Context: an optimization exercise on an open-source flow, tuned for small area, a short achievable clock period and few clock cycles. The choices shown serve that exercise and are no tape-out recipe. The RTL was checked by simulation tests, not by an equivalence proof against the original design. Power and IR drop assume default switching activity.

// pfpp_engine
module pfpp_engine (
    input  wire         clk,
    input  wire         rst,
    input  wire         cmd_valid,
    input  wire [63:0]  cmd_word,
    output wire         busy,
    output reg  [3:0]   err,
    output wire [31:0]  result,
    output reg  [127:0] dirty,
    input  wire         cfg_coalesce,
    input  wire [31:0]  cfg_opc,        
    input  wire [15:0]  cfg_nopb,       
    input  wire [2:0]   cfg_rowlen,
    input  wire [2:0]   cfg_endlen,
    input  wire [12:0]  cfg_src_len,    
    input  wire [8:0]   cfg_pal_len,    
    output wire [6:0]   fb_addr,
    output wire         fb_we,
    output wire [127:0] fb_wdata,
    input  wire [127:0] fb_rdata,
    output wire [11:0]  src_addr,
    input  wire [7:0]   src_rdata,
    output wire [7:0]   pal_addr,
    input  wire [23:0]  pal_rdata,
    output reg          bus_req,
    output reg  [1:0]   bus_kind,
    output reg  [7:0]   bus_byte,
    input  wire         bus_done,
    input  wire         bus_err
);
Size: roughly 510 flip-flops, roughly 640 I/O pins, roughly 0.034 sq mm of cells after synthesis.
export LEC_CHECK = 0
export CAP_MARGIN = 20
export CORE_MARGIN = 2
export CORE_UTILIZATION = 40
export SETUP_SLACK_MARGIN = 5
export SLEW_MARGIN = 20
create_clock -name core_clock -period 10.0 [get_ports {clk}]
standard.sh (not shown) runs the stock make flow with config.mk's settings and CLKGATE_MAP_FILE= SYNTH_SCRIPT=/design/flow/synth_recipe.tcl, a recipe that flattens the netlist after the stock synthesis.
==> flow/flow/run.sh <==
#!/bin/bash
set -euo pipefail
MARGIN=$(cat flow/margin.txt)
PORTBUF=$(cat flow/portbuf.txt)
bash standard.sh SETUP_SLACK_MARGIN=$MARGIN "BUFFER_PORTS_ARGS=-buffer_cell $PORTBUF" finish > layout_make.log 2>&1
==> flow/flow/margin.txt <==
7.0
==> flow/flow/portbuf.txt <==
sky130_fd_sc_hd__buf_1
Testbench counts at the start, summed over its fixed seeds: cycles 443,746.
Edit:
==> flow/flow/run.sh (replaced) <==
#!/bin/bash
set -euo pipefail
MARGIN=$(cat flow/margin.txt)
bash standard.sh SETUP_SLACK_MARGIN=$MARGIN finish > layout_make.log 2>&1
==> flow/flow/margin.txt (replaced) <==
6.5
removed: flow/flow/portbuf.txt
The new run completed without violations.
Register-to-register slack got worse by 0.24 ns.
Setup slack got worse by 0.14 ns.
Sequential power went up by about 2%.
Cell count went down by about 4%.
Power hardly moves.
Count of clock-buffer cells in the layout went up by 18.
Edit:
==> flow/flow/run.sh (replaced) <==
#!/bin/bash
set -euo pipefail
MARGIN=$(cat flow/margin.txt)
PORTBUF=$(cat flow/portbuf.txt)
bash standard.sh SETUP_SLACK_MARGIN=$MARGIN "BUFFER_PORTS_ARGS=-buffer_cell $PORTBUF" finish > layout_make.log 2>&1
==> flow/flow/margin.txt (replaced) <==
6.75
==> flow/flow/portbuf.txt (new file) <==
sky130_fd_sc_hd__buf_1
--- a/flow/config.mk
+++ b/flow/config.mk
@@ -10,0 +11 @@
+export CTS_BUF_LIST = sky130_fd_sc_hd__clkbuf_8
=> Core utilization goes down by 1.2 points; final area decreases by 2.2%; power came out lower by 5.9%; fmax goes up by 3.8%; worst setup slack improves by 0.13 ns; clock power shrinks by 13%; critical path depth goes down by 4; sequential cell count is unchanged; synthesized cell count does not change; routed wire length grows by 0.95%; area after synthesis is unchanged.
Edit:
==> flow/flow/run.sh (replaced) <==
#!/bin/bash
set -euo pipefail
MARGIN=$(cat flow/margin.txt)
bash standard.sh SETUP_SLACK_MARGIN=$MARGIN finish > layout_make.log 2>&1
==> flow/flow/margin.txt (replaced) <==
6.5
--- a/flow/config.mk
+++ b/flow/config.mk
@@ -7,0 +8 @@
+export ABC_AREA = 1
@@ -11 +11,0 @@
-export CTS_BUF_LIST = sky130_fd_sc_hd__clkbuf_8
removed: flow/flow/portbuf.txt
What happened: The changed run passed the timing, DRC and antenna checks. Register-to-register slack degrades by 0.11 ns. Maximum frequency falls by 3.5%. Total power rises by about 10%. Clock power rises by 15%.

* * *

Another version of the RTL of pfpp_engine (not shown whole).
Size: roughly 3800 cells after synthesis, about 35000 µm² of cells after synthesis.
export LEC_CHECK = 0
export CAP_MARGIN = 20
export CORE_MARGIN = 2
export CORE_UTILIZATION = 40
export SETUP_SLACK_MARGIN = 5
export SLEW_MARGIN = 20
create_clock -name core_clock -period 10.0 [get_ports {clk}]
==> flow/flow/run.sh <==
#!/bin/bash
set -euo pipefail
MARGIN=$(cat flow/margin.txt)
bash standard.sh SETUP_SLACK_MARGIN=$MARGIN finish > layout_make.log 2>&1
==> flow/flow/margin.txt <==
6.0
The starting point ran to the end with no violations.
Testbench counts at the start, summed over its fixed seeds: cycles 443,746.
Rerun with:
==> flow/run.sh (new file) <==
#!/bin/bash
# synth_recipe.tcl (not shown) runs the flow's synth.tcl, then flattens the netlist and writes it again
# the make line also repeats each setting of config.mk as NAME=value (left out here)
make -C /OpenROAD-flow-scripts/flow DESIGN_CONFIG=/design/flow/config.mk WORK_HOME=/design/flow/orfs CLKGATE_MAP_FILE= SYNTH_SCRIPT=/design/flow/synth_recipe.tcl finish
removed: flow/flow/run.sh
removed: flow/flow/margin.txt
removed: flow/standard.sh
After rerunning: The changed run finished with timing, DRC and antenna clean. Clock skew went up by 0.028 ns. Clock-buffer cell count came out lower by 8. Via count drops by 0.63%. Setup slack degrades by 0.34 ns. Maximum frequency fell by 8.0%. Routed wire length stays flat. Cell area went down by 0.32%. Utilization drops by 0.16 points. Combinational power barely changes.

## afterwards: timing with drivers on the ports
No port has a modelled driver above. Below, the same layouts with a new extraction and two added sets of constraints.
Step 1: set_driving_cell puts a clkbuf_16 on clk and a buf_2 on each other input, an assumption about the parent block.
Step 2 adds t to the input delays and takes it off the output delays; t is the mean of the earliest and latest rising clock arrival at the registers after step 1. Input paths then give back, and output paths get back, about the clock's delay inside the block.
a / b / c = ideal / step 1 / step 2; a / b = the first two.
| run | shift t [ns] | setup slack, ns | hold WS [ns] |
|---|---|---|---|
| the first run of note 1 | 0.707 | 6.623 / 6.561 / 6.037 | 0.429 / 0.429 / 0.429 |
| the second run of note 1 | 0.680 | 6.478 / 6.460 / 5.834 | 0.432 / 0.432 / 0.432 |
| the third run of note 1 | 0.772 | 6.608 / 6.547 / 6.010 | 0.428 / 0.428 / 0.428 |
| the fourth run of note 1 | 0.710 | 6.483 / 6.459 / 5.810 | 0.408 / 0.408 / 0.408 |
| the first run of note 2 | 0.703 | 6.133 / 6.063 / 5.439 | 0.410 / 0.410 / 0.410 |
| the second run of note 2 | 0.700 | 5.798 / 5.798 / 5.176 | 0.423 / 0.423 / 0.423 |
After both steps setup and hold are still met in every run listed. The setup slack of the first run of note 2, which loses most, moves by -0.070 ns with the drivers and by -0.694 ns with both steps.
